This is an optimization exercise on Yosys and OpenROAD, whose aim is small area, a short achievable clock period and few clock cycles, not a production implementation. In this exercise RTL edits were held to simulation tests only and were not proved equivalent to the original. No activity file was given, so power comes from the tool's default toggle rates.

==> design/flow/config.mk <==
export PLATFORM = sky130hd
export DESIGN_NAME = pmark_codec
export DESIGN_NICKNAME = pmark_codec
export VERILOG_FILES = /design/flow/design.v
export SDC_FILE = /design/flow/constraint.sdc
export NUM_CORES = 4
export LEC_CHECK = 0
export CAP_MARGIN = 20
export CORE_MARGIN = 2
export CORE_UTILIZATION = 45
export PLACE_DENSITY = 0.6
export SLEW_MARGIN = 20
==> design/flow/constraint.sdc <==
create_clock -name core_clock -period 11.0 [get_ports {clk}]
set_input_delay 2.2000 -clock core_clock [delete_from_list [all_inputs] [get_ports {clk}]]
set_output_delay 2.2000 -clock core_clock [all_outputs]
set_load 0.01 [all_outputs]
==> design/flow/design.v <==
module pmark_codec #(
    parameter CAP = 256                 
) (
    input  wire       clk,
    input  wire       rst,              
    input  wire       cmd_valid,
    input  wire [7:0] cmd_data,
    output wire       cmd_ready,
    input  wire       raw_valid,
    input  wire [7:0] raw_data,
    output wire       raw_ready,
    output wire       rsp_valid,
    output wire [7:0] rsp_data,
    input  wire       rsp_ready,
    output wire       tx_valid,
    output wire [8:0] tx_char,
    input  wire       tx_ready,
    output wire [8:0] b0_len,
    output wire [8:0] b1_len,
    output wire [1:0] rx_phase,
    output wire       rx_marked,
    output wire       rx_escaped,
    output wire       rx_done,
    output wire [7:0] rx_err,
    output wire [8:0] rx_explen,
    output wire [1:0] pmode
);
    localparam RL = 248;                
    localparam NT = 31;                 
    localparam PH_IDLE = 2'd0, PH_ACTIVE = 2'd1, PH_FAILED = 2'd2;
    localparam PM_UNKNOWN = 2'd0, PM_MARK = 2'd1, PM_SPACE = 2'd2;
    localparam X_OP = 3'd0, X_ARG = 3'd1, X_PAY = 3'd2, X_HEX = 3'd3, X_EQ = 3'd4;
    function [7:0] addm;
        input [7:0] v;
        input [3:0] k;
        reg   [8:0] t;
        begin
            t    = {1'b0, v} + {5'd0, k};
            addm = (t >= 9'd248) ? (t - 9'd248) : t[7:0];
        end
    endfunction
    function [7:0] subm;
        input [7:0] v;
        input [3:0] k;
        begin
            subm = (v >= {4'd0, k}) ? (v - {4'd0, k}) : (v + 8'd248 - {4'd0, k});
        end
    endfunction
    function [7:0] hexch;
        input [3:0] n;
        begin
            hexch = (n < 4'd10) ? (8'h30 + {4'd0, n}) : (8'h37 + {4'd0, n});
        end
    endfunction
    function [2:0] nargs;
        input [7:0] o;
        begin
            case (o[7:1])
                7'h08: nargs = 3'd2;                
                7'h09: nargs = 3'd1;                
                7'h0D: nargs = 3'd4;                
                7'h10: nargs = 3'd1;                
                7'h20: nargs = o[0] ? 3'd0 : 3'd2;  
                default: nargs = 3'd0;
            endcase
        end
    endfunction
    reg [63:0]      lo0, lo1;           
    reg [8*RL-1:0]  ring0, ring1;       
    reg [8:0]       len0, len1;
    reg [1:0]       phase;
    reg             marked, escaped;
    reg [8:0]       explen;
    reg [7:0]       err;
    reg [1:0]       pm;
    reg [7:0]       sp0, sp1;           
    reg [7:0]       ls0, ls1;           
    reg [7:0]       T;                  
    reg [7:0]       lslot0, lslot1;     
    reg [8:0] f0, f1;                   
    reg [1:0] fcnt;
    wire      in_rdy = (fcnt != 2'd2);
    assign cmd_ready = in_rdy;
    assign raw_ready = in_rdy;
    wire      in_take = in_rdy && (cmd_valid || raw_valid);
    wire [8:0] in_byte = cmd_valid ? {1'b0, cmd_data} : {1'b1, raw_data};
    wire      hv = (fcnt != 2'd0);
    wire      hr = f0[8];
    wire [7:0] hd = f0[7:0];
    reg [8:0] q [0:7];                  
    reg [3:0] qcnt;
    reg       bar_pend;
    reg       tx_busy, tx_s, tx_v;
    reg [8:0] tx_c;
    reg [8:0] tx_len, tx_idx;
    reg [7:0] tslot;
    reg [2:0]  xst;
    reg [7:0]  op;
    reg [1:0]  argk;
    reg [23:0] arg;
    reg [15:0] pcnt;
    reg        aok;
    reg [8:0]  xi;
    reg [7:0]  xslot;
    wire [4:0] rsel = tx_busy ? tslot[7:3] : xslot[7:3];
    wire [7:0] rrd0 = ring0[64*rsel +: 8];
    wire [7:0] rrd1 = ring1[64*rsel +: 8];
    wire       s     = op[0];
    wire [8:0] len_s = s ? len1 : len0;
    wire       owned_s = s && (phase == PH_ACTIVE);
    wire [63:0] lo_s = s ? lo1 : lo0;
    wire       hs     = hd[0];
    wire [8:0] len_hs = hs ? len1 : len0;
    wire [63:0] lo_hs = hs ? lo1 : lo0;
    wire       owned_hs = hs && (phase == PH_ACTIVE);
    wire sp1ok = (qcnt <= 4'd7);
    wire sp2ok = (qcnt <= 4'd6);
    wire sp3ok = (qcnt <= 4'd5);
    wire sp5ok = (qcnt <= 4'd3);
    wire txh0 = tx_busy && !tx_s;
    wire txh1 = tx_busy &&  tx_s;
    reg        take;
    reg [2:0]  push_n;
    reg [7:0]  pb0, pb1, pb2, pb3, pb4;
    reg        pbar;
    reg        tx_start;
    reg        aw_en, aw_b;
    reg [8:0]  aw_idx;
    reg [7:0]  aw_d;
    reg [4:0]  aw_tap;
    reg        seti_en, ctl_en, wide_b;
    reg [31:0] seti_d;
    reg [7:0]  ctl_sp;
    reg [2:0]  xst_n;
    reg [7:0]  op_n;
    reg [1:0]  argk_n;
    reg [23:0] arg_n;
    reg [15:0] pcnt_n;
    reg        aok_n;
    reg [8:0]  xi_n;
    reg [7:0]  xslot_n;
    reg [8:0]  len0_n, len1_n;
    reg [1:0]  phase_n;
    reg        marked_n, escaped_n;
    reg [8:0]  explen_n;
    reg [7:0]  err_n;
    reg [7:0]  sp0_n, sp1_n, ls0_n, ls1_n;
    reg [7:0]  lslot0_n, lslot1_n;
    reg [7:0]  byte_v;
    reg        byte_ok;
    reg        eq_lo;
    reg [9:0]  hcnt;
    reg [15:0] nn;
    integer    k;
    always @(*) begin
        take = 1'b0;
        push_n = 3'd0;
        pb0 = 8'h00; pb1 = 8'h00; pb2 = 8'h00; pb3 = 8'h00; pb4 = 8'h00;
        pbar = 1'b0;
        tx_start = 1'b0;
        aw_en = 1'b0; aw_b = 1'b0; aw_idx = 9'd0; aw_d = 8'h00; aw_tap = 5'd0;
        seti_en = 1'b0; ctl_en = 1'b0; wide_b = 1'b0;
        seti_d = {hd, arg};
        ctl_sp = hd;
        xst_n = xst; op_n = op; argk_n = argk; arg_n = arg; pcnt_n = pcnt;
        aok_n = aok; xi_n = xi; xslot_n = addm(xslot, 4'd1);
        len0_n = len0; len1_n = len1; phase_n = phase;
        marked_n = marked; escaped_n = escaped; explen_n = explen; err_n = err;
        sp0_n = sp0; sp1_n = sp1; ls0_n = ls0; ls1_n = ls1;
        lslot0_n = addm(lslot0, 4'd1); lslot1_n = addm(lslot1, 4'd1);
        byte_v = 8'h00; byte_ok = 1'b0; eq_lo = 1'b1; hcnt = 10'd0;
        nn = {hd, arg[7:0]};
        case (xst)
        X_OP: if (hv) begin
            if (hr) begin
                if (phase != PH_ACTIVE) begin
                    if (sp1ok) begin take = 1'b1; push_n = 3'd1; pb0 = 8'hF2; end
                end else if (escaped && hd != 8'h00 && hd != 8'hFF) begin
                    if (sp1ok) begin
                        take = 1'b1; push_n = 3'd1; pb0 = 8'h20;
                        phase_n = PH_FAILED; err_n = 8'h20;
                    end
                end else if (escaped && hd == 8'h00) begin
                    if (sp1ok) begin
                        take = 1'b1; push_n = 3'd1;
                        if (marked) begin
                            pb0 = 8'h21; phase_n = PH_FAILED; err_n = 8'h21;
                        end else begin
                            pb0 = 8'h00; marked_n = 1'b1; escaped_n = 1'b0;
                        end
                    end
                end else if (!escaped && hd == 8'hFF) begin
                    if (sp1ok) begin
                        take = 1'b1; push_n = 3'd1; pb0 = 8'h00; escaped_n = 1'b1;
                    end
                end else if (!marked) begin
                    if (sp1ok) begin
                        take = 1'b1; push_n = 3'd1; pb0 = 8'h22;
                        phase_n = PH_FAILED; err_n = 8'h22; escaped_n = 1'b0;
                    end
                end else if (len1 >= explen) begin
                    if (sp1ok) begin
                        take = 1'b1; push_n = 3'd1; pb0 = 8'h23;
                        phase_n = PH_FAILED; err_n = 8'h23; escaped_n = 1'b0;
                    end
                end else begin
                    if (sp1ok && !txh1 && (len1 < 9'd8 || lslot1[2:0] == 3'd0)) begin
                        take = 1'b1; push_n = 3'd1; pb0 = 8'h00; escaped_n = 1'b0;
                        aw_en = 1'b1; aw_b = 1'b1; aw_idx = len1; aw_d = hd;
                        aw_tap = lslot1[7:3];
                        len1_n = len1 + 9'd1;
                        lslot1_n = addm(lslot1, 4'd2);
                        sp1_n = sp1 + ls1; ls1_n = hd;
                    end
                end
            end else if (nargs(hd) != 3'd0) begin
                take = 1'b1; op_n = hd; argk_n = 2'd0; xst_n = X_ARG;
            end else begin
                case (hd[7:1])
                7'h0A: begin  
                    if (sp1ok) begin
                        take = 1'b1; push_n = 3'd1;
                        if (owned_hs) pb0 = 8'hF3;
                        else begin
                            pb0 = 8'h00;
                            if (hs) begin len1_n = 9'd0; sp1_n = 8'd0; ls1_n = 8'd0; lslot1_n = subm(T, 4'd6); end
                            else    begin len0_n = 9'd0; sp0_n = 8'd0; ls0_n = 8'd0; lslot0_n = subm(T, 4'd6); end
                        end
                    end
                end
                7'h0B: begin  
                    if (sp3ok) begin
                        take = 1'b1; push_n = 3'd3;
                        pb0 = 8'h00; pb1 = len_hs[7:0]; pb2 = {7'd0, len_hs[8]};
                    end
                end
                7'h0C: begin  
                    if (sp3ok) begin
                        take = 1'b1; push_n = 3'd3;
                        pb0 = 8'h00; pb1 = 8'h00; pb2 = 8'h01;
                    end
                end
                7'h0E: begin  
                    if (len_hs != 9'd4) begin
                        if (sp1ok) begin take = 1'b1; push_n = 3'd1; pb0 = 8'h02; end
                    end else if (sp5ok) begin
                        take = 1'b1; push_n = 3'd5;
                        pb0 = 8'h00; pb1 = lo_hs[7:0]; pb2 = lo_hs[15:8];
                        pb3 = lo_hs[23:16]; pb4 = lo_hs[31:24];
                    end
                end
                7'h0F: begin  
                    if (sp2ok) begin
                        take = 1'b1; push_n = 3'd2;
                        pb0 = 8'h00; pb1 = hs ? sp1 : sp0;
                    end
                end
                7'h11: begin
                    if (!hs) begin  
                        for (k = 0; k < 8; k = k + 1)
                            if (k < len0 && lo0[8*k +: 8] != lo1[8*k +: 8]) eq_lo = 1'b0;
                        if (len0 != len1 || !eq_lo) begin
                            if (sp2ok) begin take = 1'b1; push_n = 3'd2; pb0 = 8'h00; pb1 = 8'h00; end
                        end else if (len0 <= 9'd8) begin
                            if (sp2ok) begin take = 1'b1; push_n = 3'd2; pb0 = 8'h00; pb1 = 8'h01; end
                        end else begin
                            take = 1'b1; op_n = hd; xst_n = X_EQ; xi_n = 9'd8;
                            xslot_n = addm(T, 4'd1);
                        end
                    end else if (sp1ok) begin
                        take = 1'b1; push_n = 3'd1; pb0 = 8'hF0;
                    end
                end
                7'h12: begin  
                    if (sp3ok) begin
                        take = 1'b1; push_n = 3'd3;
                        hcnt = {1'b0, len_hs} + {len_hs, 1'b0} - 10'd1;
                        pb0 = 8'h00;
                        pb1 = (len_hs == 9'd0) ? 8'h00 : hcnt[7:0];
                        pb2 = (len_hs == 9'd0) ? 8'h00 : {6'd0, hcnt[9:8]};
                        if (len_hs != 9'd0) begin
                            op_n = hd; xst_n = X_HEX; xi_n = 9'd0;
                            xslot_n = subm(T, 4'd7);
                        end
                    end
                end
                7'h18: begin  
                    if (len_hs == 9'd0) begin
                        if (sp1ok) begin take = 1'b1; push_n = 3'd1; pb0 = 8'hF4; end
                    end else if (sp1ok && !tx_busy && !bar_pend) begin
                        take = 1'b1; push_n = 3'd1; pb0 = 8'h00; pbar = 1'b1;
                        tx_start = 1'b1;
                    end
                end
                7'h21: begin
                    if (sp1ok) begin
                        take = 1'b1; push_n = 3'd1;
                        if (!hs) begin  
                            pb0 = 8'h00; phase_n = PH_IDLE; err_n = 8'h00;
                        end else pb0 = 8'hF0;
                    end
                end
                default: begin
                    if (sp1ok) begin take = 1'b1; push_n = 3'd1; pb0 = 8'hF0; end
                end
                endcase
            end
        end
        X_ARG: if (hv) begin
            if ({1'b0, argk} != nargs(op) - 3'd1) begin
                take = 1'b1;
                arg_n[8*argk +: 8] = hd;
                argk_n = argk + 2'd1;
            end else begin
                case (op[7:1])
                7'h08: begin  
                    if (nn == 16'd0) begin
                        if (sp1ok) begin
                            take = 1'b1; push_n = 3'd1; xst_n = X_OP;
                            pb0 = owned_s ? 8'hF3 : 8'h00;
                        end
                    end else begin
                        take = 1'b1; xst_n = X_PAY; pcnt_n = nn;
                        aok_n = !owned_s && (nn <= (16'd256 - {7'd0, len_s}));
                        xi_n = len_s;
                        xslot_n = addm(s ? lslot1 : lslot0, 4'd1);
                    end
                end
                7'h09: begin  
                    if (owned_s) begin
                        if (sp1ok) begin take = 1'b1; push_n = 3'd1; pb0 = 8'hF3; xst_n = X_OP; end
                    end else if (len_s == 9'd256) begin
                        if (sp1ok) begin take = 1'b1; push_n = 3'd1; pb0 = 8'h01; xst_n = X_OP; end
                    end else if (sp1ok && !(s ? txh1 : txh0) &&
                                 (len_s < 9'd8 || (s ? lslot1[2:0] : lslot0[2:0]) == 3'd0)) begin
                        take = 1'b1; push_n = 3'd1; pb0 = 8'h00; xst_n = X_OP;
                        aw_en = 1'b1; aw_b = s; aw_idx = len_s; aw_d = hd;
                        aw_tap = s ? lslot1[7:3] : lslot0[7:3];
                        if (s) begin
                            len1_n = len1 + 9'd1; lslot1_n = addm(lslot1, 4'd2);
                            sp1_n = sp1 + ls1; ls1_n = hd;
                        end else begin
                            len0_n = len0 + 9'd1; lslot0_n = addm(lslot0, 4'd2);
                            sp0_n = sp0 + ls0; ls0_n = hd;
                        end
                    end
                end
                7'h0D: begin  
                    if (owned_s) begin
                        if (sp1ok) begin take = 1'b1; push_n = 3'd1; pb0 = 8'hF3; xst_n = X_OP; end
                    end else if (sp1ok && !(s ? txh1 : txh0)) begin
                        take = 1'b1; push_n = 3'd1; pb0 = 8'h00; xst_n = X_OP;
                        seti_en = 1'b1; wide_b = s;
                        if (s) begin
                            len1_n = 9'd4; lslot1_n = subm(T, 4'd2);
                            sp1_n = arg[7:0] + arg[15:8] + arg[23:16]; ls1_n = hd;
                        end else begin
                            len0_n = 9'd4; lslot0_n = subm(T, 4'd2);
                            sp0_n = arg[7:0] + arg[15:8] + arg[23:16]; ls0_n = hd;
                        end
                    end
                end
                7'h10: begin  
                    if (owned_s) begin
                        if (sp1ok) begin take = 1'b1; push_n = 3'd1; pb0 = 8'hF3; xst_n = X_OP; end
                    end else if (sp1ok && !(s ? txh1 : txh0)) begin
                        take = 1'b1; push_n = 3'd1; pb0 = 8'h00; xst_n = X_OP;
                        ctl_en = 1'b1; wide_b = s;
                        if (s) begin
                            len1_n = 9'd6; lslot1_n = T;
                            sp1_n = 8'h93 + {hd[6:0], 1'b0}; ls1_n = 8'h93 + {hd[6:0], 1'b0};
                        end else begin
                            len0_n = 9'd6; lslot0_n = T;
                            sp0_n = 8'h93 + {hd[6:0], 1'b0}; ls0_n = 8'h93 + {hd[6:0], 1'b0};
                        end
                    end
                end
                default: begin  
                    if (sp1ok) begin
                        take = 1'b1; push_n = 3'd1; xst_n = X_OP;
                        if (nn > 16'd256) pb0 = 8'hF1;
                        else begin
                            pb0 = 8'h00;
                            len1_n = 9'd0; lslot1_n = subm(T, 4'd6);
                            sp1_n = 8'd0; ls1_n = 8'd0;
                            marked_n = 1'b0; escaped_n = 1'b0;
                            explen_n = nn[8:0]; err_n = 8'h00; phase_n = PH_ACTIVE;
                        end
                    end
                end
                endcase
            end
        end
        X_PAY: if (hv) begin
            if (!aok) begin
                if (pcnt != 16'd1 || sp1ok) begin
                    take = 1'b1; pcnt_n = pcnt - 16'd1;
                    if (pcnt == 16'd1) begin
                        push_n = 3'd1; pb0 = owned_s ? 8'hF3 : 8'h01; xst_n = X_OP;
                    end
                end
            end else if ((pcnt != 16'd1 || sp1ok) && !(s ? txh1 : txh0) &&
                         (xi < 9'd8 || xslot[2:0] == 3'd0)) begin
                take = 1'b1; pcnt_n = pcnt - 16'd1;
                aw_en = 1'b1; aw_b = s; aw_idx = xi; aw_d = hd; aw_tap = xslot[7:3];
                xi_n = xi + 9'd1;
                xslot_n = addm(xslot, 4'd2);
                if (s) begin sp1_n = sp1 + ls1; ls1_n = hd; end
                else   begin sp0_n = sp0 + ls0; ls0_n = hd; end
                if (pcnt == 16'd1) begin
                    push_n = 3'd1; pb0 = 8'h00; xst_n = X_OP;
                    if (s) begin len1_n = xi + 9'd1; lslot1_n = addm(xslot, 4'd2); end
                    else   begin len0_n = xi + 9'd1; lslot0_n = addm(xslot, 4'd2); end
                end
            end
        end
        X_HEX: begin
            if (xi < 9'd8) begin
                byte_v = lo_s[8*xi[2:0] +: 8]; byte_ok = 1'b1;
            end else begin
                byte_v = s ? rrd1 : rrd0; byte_ok = !tx_busy && (xslot[2:0] == 3'd0);
            end
            if (byte_ok && sp3ok) begin
                xi_n = xi + 9'd1;
                xslot_n = addm(xslot, 4'd2);
                if (xi == 9'd0) begin
                    push_n = 3'd2; pb0 = hexch(byte_v[7:4]); pb1 = hexch(byte_v[3:0]);
                end else begin
                    push_n = 3'd3; pb0 = 8'h20; pb1 = hexch(byte_v[7:4]); pb2 = hexch(byte_v[3:0]);
                end
                if (xi + 9'd1 == len_s) xst_n = X_OP;
            end
        end
        X_EQ: begin
            if (!tx_busy && xslot[2:0] == 3'd0) begin
                if (rrd0 != rrd1) begin
                    if (sp2ok) begin push_n = 3'd2; pb0 = 8'h00; pb1 = 8'h00; xst_n = X_OP; end
                end else if (xi + 9'd1 == len0) begin
                    if (sp2ok) begin push_n = 3'd2; pb0 = 8'h00; pb1 = 8'h01; xst_n = X_OP; end
                end else begin
                    xi_n = xi + 9'd1;
                    xslot_n = addm(xslot, 4'd2);
                end
            end
        end
        default: xst_n = X_OP;
        endcase
    end
    wire aw_lo  = aw_en && (aw_idx < 9'd8);
    wire aw_rg0 = aw_en && !aw_lo && !aw_b;
    wire aw_rg1 = aw_en && !aw_lo &&  aw_b;
    genvar g;
    generate
        for (g = 0; g < RL; g = g + 1) begin : RING
            if (g % 8 == 0) begin : TAP
                always @(posedge clk) begin
                    ring0[8*g +: 8] <= (aw_rg0 && aw_tap == g / 8) ? aw_d : ring0[8*((g + RL - 1) % RL) +: 8];
                    ring1[8*g +: 8] <= (aw_rg1 && aw_tap == g / 8) ? aw_d : ring1[8*((g + RL - 1) % RL) +: 8];
                end
            end else begin : SH
                always @(posedge clk) begin
                    ring0[8*g +: 8] <= ring0[8*(g - 1) +: 8];
                    ring1[8*g +: 8] <= ring1[8*(g - 1) +: 8];
                end
            end
        end
        for (g = 0; g < 8; g = g + 1) begin : LOW
            always @(posedge clk) begin
                if (seti_en && !wide_b && g < 4)       lo0[8*g +: 8] <= seti_d[8*(g % 4) +: 8];
                else if (ctl_en && !wide_b && g < 6)   lo0[8*g +: 8] <= (g < 3) ? ((g == 0) ? 8'h87 : (g == 1) ? 8'h09 : 8'h03)
                                                                   : (g < 5) ? ctl_sp : (8'h93 + {ctl_sp[6:0], 1'b0});
                else if (aw_lo && !aw_b && aw_idx[2:0] == g) lo0[8*g +: 8] <= aw_d;
                if (seti_en && wide_b && g < 4)        lo1[8*g +: 8] <= seti_d[8*(g % 4) +: 8];
                else if (ctl_en && wide_b && g < 6)    lo1[8*g +: 8] <= (g < 3) ? ((g == 0) ? 8'h87 : (g == 1) ? 8'h09 : 8'h03)
                                                                   : (g < 5) ? ctl_sp : (8'h93 + {ctl_sp[6:0], 1'b0});
                else if (aw_lo && aw_b && aw_idx[2:0] == g)  lo1[8*g +: 8] <= aw_d;
            end
        end
    endgenerate
    wire       qv   = (qcnt != 4'd0);
    assign rsp_valid = qv && !(q[0][8] && tx_busy);
    assign rsp_data  = q[0][7:0];
    wire       pop  = rsp_valid && rsp_ready;
    function [8:0] psel;
        input [3:0] kk;
        input [7:0] b0, b1, b2, b3, b4;
        input       bar;
        begin
            case (kk)
                4'd0: psel = {bar, b0};
                4'd1: psel = {1'b0, b1};
                4'd2: psel = {1'b0, b2};
                4'd3: psel = {1'b0, b3};
                default: psel = {1'b0, b4};
            endcase
        end
    endfunction
    wire [3:0] qcm1 = qcnt - 4'd1;
    integer i;
    always @(posedge clk) begin
        for (i = 0; i < 8; i = i + 1) begin
            if (pop) begin
                if (i < qcm1) q[i] <= q[(i + 1) % 8];
                else          q[i] <= psel(i - qcm1, pb0, pb1, pb2, pb3, pb4, pbar);
            end else begin
                if (i >= qcnt) q[i] <= psel(i - qcnt, pb0, pb1, pb2, pb3, pb4, pbar);
            end
        end
    end
    wire tx_take = tx_v && tx_ready;
    wire tx_more = (tx_idx != tx_len);
    wire [7:0] tx_rb = (tx_idx < 9'd8) ? (tx_s ? lo1[8*tx_idx[2:0] +: 8] : lo0[8*tx_idx[2:0] +: 8])
                                       : (tx_s ? rrd1 : rrd0);
    wire tx_rok = (tx_idx < 9'd8) || (tslot[2:0] == 3'd0);
    wire tx_load = tx_busy && tx_more && (!tx_v || tx_take) && tx_rok;
    always @(posedge clk) begin
        if (rst) begin
            fcnt     <= 2'd0;
            qcnt     <= 4'd0;
            bar_pend <= 1'b0;
            tx_busy  <= 1'b0;
            tx_v     <= 1'b0;
            tx_s     <= 1'b0;
            tx_c     <= 9'd0;
            tx_len   <= 9'd0;
            tx_idx   <= 9'd0;
            tslot    <= 8'd0;
            xst      <= X_OP;
            op       <= 8'h00;
            argk     <= 2'd0;
            arg      <= 24'd0;
            pcnt     <= 16'd0;
            aok      <= 1'b0;
            xi       <= 9'd0;
            xslot    <= 8'd0;
            len0     <= 9'd0;
            len1     <= 9'd0;
            phase    <= PH_IDLE;
            marked   <= 1'b0;
            escaped  <= 1'b0;
            explen   <= 9'd4;
            err      <= 8'h00;
            pm       <= PM_UNKNOWN;
            sp0      <= 8'd0;
            sp1      <= 8'd0;
            ls0      <= 8'd0;
            ls1      <= 8'd0;
            T        <= 8'd0;
            lslot0   <= 8'd241;
            lslot1   <= 8'd241;
            f0       <= 9'd0;
            f1       <= 9'd0;
        end else begin
            case ({in_take, take})
                2'b10: begin
                    if (fcnt == 2'd0) f0 <= in_byte;
                    else              f1 <= in_byte;
                    fcnt <= fcnt + 2'd1;
                end
                2'b01: begin
                    f0   <= f1;
                    fcnt <= fcnt - 2'd1;
                end
                2'b11: begin
                    if (fcnt == 2'd1) f0 <= in_byte;
                    else begin f0 <= f1; f1 <= in_byte; end
                end
                default: ;
            endcase
            qcnt <= qcnt - {3'd0, pop} + {1'b0, push_n};
            if (pbar) bar_pend <= 1'b1;
            else if (pop && q[0][8]) bar_pend <= 1'b0;
            xst    <= xst_n;
            op     <= op_n;
            argk   <= argk_n;
            arg    <= arg_n;
            pcnt   <= pcnt_n;
            aok    <= aok_n;
            xi     <= xi_n;
            xslot  <= xslot_n;
            len0   <= len0_n;
            len1   <= len1_n;
            phase  <= phase_n;
            marked <= marked_n;
            escaped <= escaped_n;
            explen <= explen_n;
            err    <= err_n;
            sp0    <= sp0_n;
            sp1    <= sp1_n;
            ls0    <= ls0_n;
            ls1    <= ls1_n;
            lslot0 <= lslot0_n;
            lslot1 <= lslot1_n;
            T      <= addm(T, 4'd1);
            if (tx_start) begin
                tx_busy <= 1'b1;
                tx_s    <= hs;
                tx_len  <= len_hs;
                tx_idx  <= 9'd1;
                tx_v    <= 1'b1;
                tx_c    <= {1'b1, lo_hs[7:0]};
                tslot   <= subm(T, 4'd6);
                pm      <= PM_MARK;
            end else begin
                tslot <= addm(tslot, tx_load ? 4'd2 : 4'd1);
                if (tx_take && tx_c[8]) pm <= PM_SPACE;
                if (tx_load) begin
                    tx_v   <= 1'b1;
                    tx_c   <= {1'b0, tx_rb};
                    tx_idx <= tx_idx + 9'd1;
                end else if (tx_take) begin
                    tx_v <= 1'b0;
                    if (!tx_more) tx_busy <= 1'b0;
                end
            end
        end
    end
    assign b0_len     = len0;
    assign b1_len     = len1;
    assign rx_phase   = phase;
    assign rx_marked  = marked;
    assign rx_escaped = escaped;
    assign rx_done    = (phase == PH_ACTIVE) && (len1 == explen);
    assign rx_err     = err;
    assign rx_explen  = explen;
    assign pmode      = pm;
    assign tx_valid   = tx_v;
    assign tx_char    = tx_c;
endmodule
==> design/flow/run.sh <==
#!/bin/bash
# synth_recipe.tcl (not shown) runs the flow's synth.tcl, then flattens the netlist and writes it again
# the make line also repeats each setting of config.mk as NAME=value (left out here)
make -C /OpenROAD-flow-scripts/flow DESIGN_CONFIG=/design/flow/config.mk WORK_HOME=/design/flow/orfs CLKGATE_MAP_FILE= SYNTH_SCRIPT=/design/flow/synth_recipe.tcl finish
==> run_results.csv <==
group,metric,value,unit
outcome,outcome,"no timing/DRC/antenna violations",
grt,grt_antenna_before_repair,43,
route,final_antenna_net_count,0,
timing,timing_worst_slew_pin_value,1280,ps
timing,fin_skew,63.5,ps
finish,finish.instance_area,148000,sq um
timing,final_min_period_over_clock_period,0.724,
synth,synth_sequential_area_ratio,0.695,
clocking,tritoncts_clock_tree,"done",
clocking,clk_pin_slew_worst_paths,70,ps
grt,grt_max_degree,93,
worst_setup_path,timing.critical_path.mode_cell,"a21oi_1",
grt,overflow,0,
timing,fin_setup_tns,0,ps
route,drt_drc_violations_left,0,
clocking,cts_resized,0,
worst_setup_path,critical_path.max_fanout,61,
placement,dp_slack,3380,ps
finish,n_fill_cell,24384,
worst_setup_path,worst-path-buf-inv,3,
route,wirelength,426000,um
worst_setup_path,worstPathRequired,11790,ps
synth,synth_cell_types,114,
synth,synth_warnings,2,
clocking,postCtsHoldBufs,0,
worst_setup_path,worstSetupPathType,"reg2reg",
route,detailedRoute.firstIterationViolations,9602,
hold_path,min-delay-path-class,"reg2reg",
route,routed_via_density,5.65,
synth,netlist.top_cell.by_area,"dfxtp_1",
grt,grt_pass1_wl,602000,um
worst_setup_path,endpoint_kind,"register",
clocking,tritoncts.num_buffers,401,
die,floorplan_die_width,540,um
power_and_ir_drop,pwr_density_cell,248,nW/um^2
clocking,ctsLongestPathBuffers,4,
die,pin_count,85,
finish,nNetsFinal,11085,
die,floorplan.core_area,286000,sq um
placement,detailedPlacementHpwl,294000,um
synth,yosys_register_bits,4394,
clocking,cts_root_buffer,"clkbuf_16",
worst_setup_path,cp-start-kind,"register",
synth,synth_edf_count,200,
clocking,worst_skew_pair.late_latency,940,ps
synth,synth-main-ff-cell,"dfxtp_1",
synth,async_flop_share,0,
timing,fmax,0.126,GHz
die,die_area,292000,sq um
die,die_h,540,um
route,drtPass1Iterations,10,
job,maxCapViolCount,0,
synth,avgSynthCellArea,12.0,sq um
route,routed_vias,84736,
die,initial_utilization,0.453,
timing,layout_setup_ws,3040,ps
placement,gp_congestion,0.980,
grt,vias_in_the_first_global_route,81492,
clocking,clock_sink_count,4394,
finish,fraction_of_final_layout_cells_with_drive_strength_greater_than_1,0.104,
timing,report.final.slew_viol_count,0,
synth,netlist_area,129000,sq um
placement,portBuffers,79,
synth,synthesis.instances,10786,
timing,finalSetupViolCount,0,
timing,min_period,7960,ps
timing,final-hold-violation-count,0,
grt,grt.total_usage,0.284,
die,placement_rows,196,
timing,timing.max_slew.rel_slack,0.145,
worst_setup_path,cpPeakStageDelay,910,ps
route,routedWlPerCell,28.4,um
worst_setup_path,critical_path_cell_by_cell,"buf_4 > mux2_8 > buf_4 > mux4_2 > a21oi_1 > o31ai_1 > a21oi_1 > nor2_1 > xor2_1 > nand2_1 > nor3_2 > nor4_1 > nor3_1 > ha_1 > inv_1 > ha_1 > a21o_1 > a21oi_1 > xnor2_1 > nor2_1",
power_and_ir_drop,max-vdd-ir-drop,220,uV
worst_setup_path,cp_top_family,"simple AND/OR/NAND/NOR gates",
placement,dpl_cell_area,134000,sq um
power_and_ir_drop,pleak,55.8,nW
worst_setup_path,crit_slowest_cell,"dfxtp_4",
synth,netlist.area_leader.share,0.649,
timing,grt_setup_unrepaired,"false",
finish,area.growth.synth_to_final,14.7,%
worst_setup_path,crit_arrival,8750,ps
clocking,post_cts_buffers,0,
synth,synth.top_cells.by_area,"dfxtp_1 65%, edfxtp_1 4.6%, nand2_1 2.8%",
clocking,h-tree-depth,5,
kinds of logic after synthesis:
| logic type | Yosys count | share of synthesized area |
|---|---|---|
| other | 1 | 0.0000290 |
| XOR/XNOR | 258 | 0.0175 |
| multiplexers | 347 | 0.0372 |
| adder cells (fa/ha/maj) | 166 | 0.0167 |
| flip-flops | 4394 | 0.695 |
| buffers and inverters | 731 | 0.0234 |
| AO/OA/AOI/OAI | 2375 | 0.118 |
| AND/OR/NAND/NOR | 2514 | 0.0922 |
cell usage after synthesis (90+ instances only):
| cell | number |
|---|---|
| o22ai_1 | 171 |
| clkbuf_1 | 406 |
| nor3_1 | 157 |
| o21ai_0 | 338 |
| a211oi_1 | 135 |
| nand2_1 | 967 |
| xor2_1 | 105 |
| nor2_1 | 520 |
| xnor2_1 | 153 |
| ha_1 | 151 |
| edfxtp_1 | 200 |
| nand2b_1 | 270 |
| o221ai_1 | 107 |
| mux4_2 | 93 |
| mux2i_1 | 119 |
| dfxtp_1 | 4194 |
| nand3_1 | 131 |
| a21oi_1 | 467 |
| buf_2 | 90 |
| o21ai_1 | 393 |
| a22oi_1 | 208 |
| inv_1 | 137 |
path summary, 6_finish.rpt:
| check | cells after the start | endpoint | start | slack [ps] |
|---|---|---|---|---|
| worst max-delay path | 20 | qcnt[3] | tx_busy | 3040 |
| worst min-delay path | 0 | ring0[1299] | ring0[1291] | 280 |
| worst max register to register | 20 | qcnt[3] | tx_busy | 3040 |
| worst min register to register | 0 | ring0[1299] | ring0[1291] | 280 |
metal layers:
| layer | vias to the layer above | GRT usage | wire (um) |
|---|---|---|---|
| li1 | 38023 | - | - |
| met1 | 41961 | 0.401 | 189000 |
| met2 | 3900 | 0.432 | 185000 |
| met3 | 844 | 0.0570 | 35400 |
| met4 | 8 | 0.102 | 16500 |
| met5 | - | 0.000164 | 63 |
power by group:
group	internal, W	switching, W	leakage, nW
logic	0.00177	0.00407	13.0
clock network	0.00827	0.00611	6.83
registers	0.0163	0.000314	36.0
worst register-to-register path, delay by kind of cell (launching register included):
kind	cells	cell delay, ps
AOI/OAI and AO/OA	5	1430
xor gates and xnor gates	2	380
adders and majority gates	2	590
buffers and inverters	3	1340
DFF	1	910
muxes	2	1290
and+or+nand+nor	6	1890
state kept, by name, summed over array words and instances (netlist names), 9 cells and up:
register / flops
f0: 9
q: 72
ring1: 1984
ring0: 1984
explen: 9
xi: 9
len1: 9
tx_len: 9
lo1: 64
len0: 9
tx_c: 9
tx_idx: 9
f1: 9
arg: 24
lo0: 64
pcnt: 16
layout make-up:
class	instances	area, sq um	share of cell area
flip-flops and latches	4394	90000	0.606
multi-input cells	5665	36900	0.248
clock buffers	557	11400	0.0771
well taps	3762	4710	0.0317
clock inverters	179	2460	0.0166
repair buffers	279	2320	0.0156
inverters	159	598	0.00403
diodes	10	25.0	0.000169
metrics by stage:
step                hold slack [ps]  total power (W)   util  cells
global placement                310           0.0226  0.470  14254
global route                    285           0.0380  0.519  14996
finish                          281           0.0369  0.519  15005
floorplan                       310           0.0204      -  10790
CTS                             275           0.0368  0.519  14991
detailed placement              312           0.0226  0.470  14255
placed cells by master (no fill, tap or decap), types with 105 or more instances in the layout:
master,instances
nor2_1,514
o21ai_1,396
nor3_1,150
a22oi_1,208
a21oi_1,457
mux2i_1,114
nand2_1,958
ha_1,151
o22ai_1,169
o221ai_1,106
xnor2_1,153
nand3_1,131
dfxtp_1,4184
xor2_1,105
a211oi_1,134
edfxtp_1,200
o21ai_0,330
inv_1,137
buf_4,196
nand2b_1,270
clkbuf_16,405
Testbench counts, summed over its fixed seeds: cycles 14,637.

[separate check: timing with driven ports]
How much do the figures lean on ideal ports? The routed layout below was timed once more, with nothing changed but the port constraints.
Step 1, drivers: a clkbuf_16 drives clk and a buf_2 each remaining input, both assumed.
Step 2 also shifts input and output timing later by t, the mid clock arrival at the registers, as if the neighbouring blocks saw the same clock.
Slacks: ideal / step 1 / step 2; pairs: ideal / step 1.
t, ns: 1.002
slack for setup (ns): 3.035 / 3.035 / 3.035
pins driven straight from the clock port: 1
After both steps setup and hold are still met in this run. The setup slack of this run moves by 0.000 ns with the drivers and by 0.000 ns with both steps.
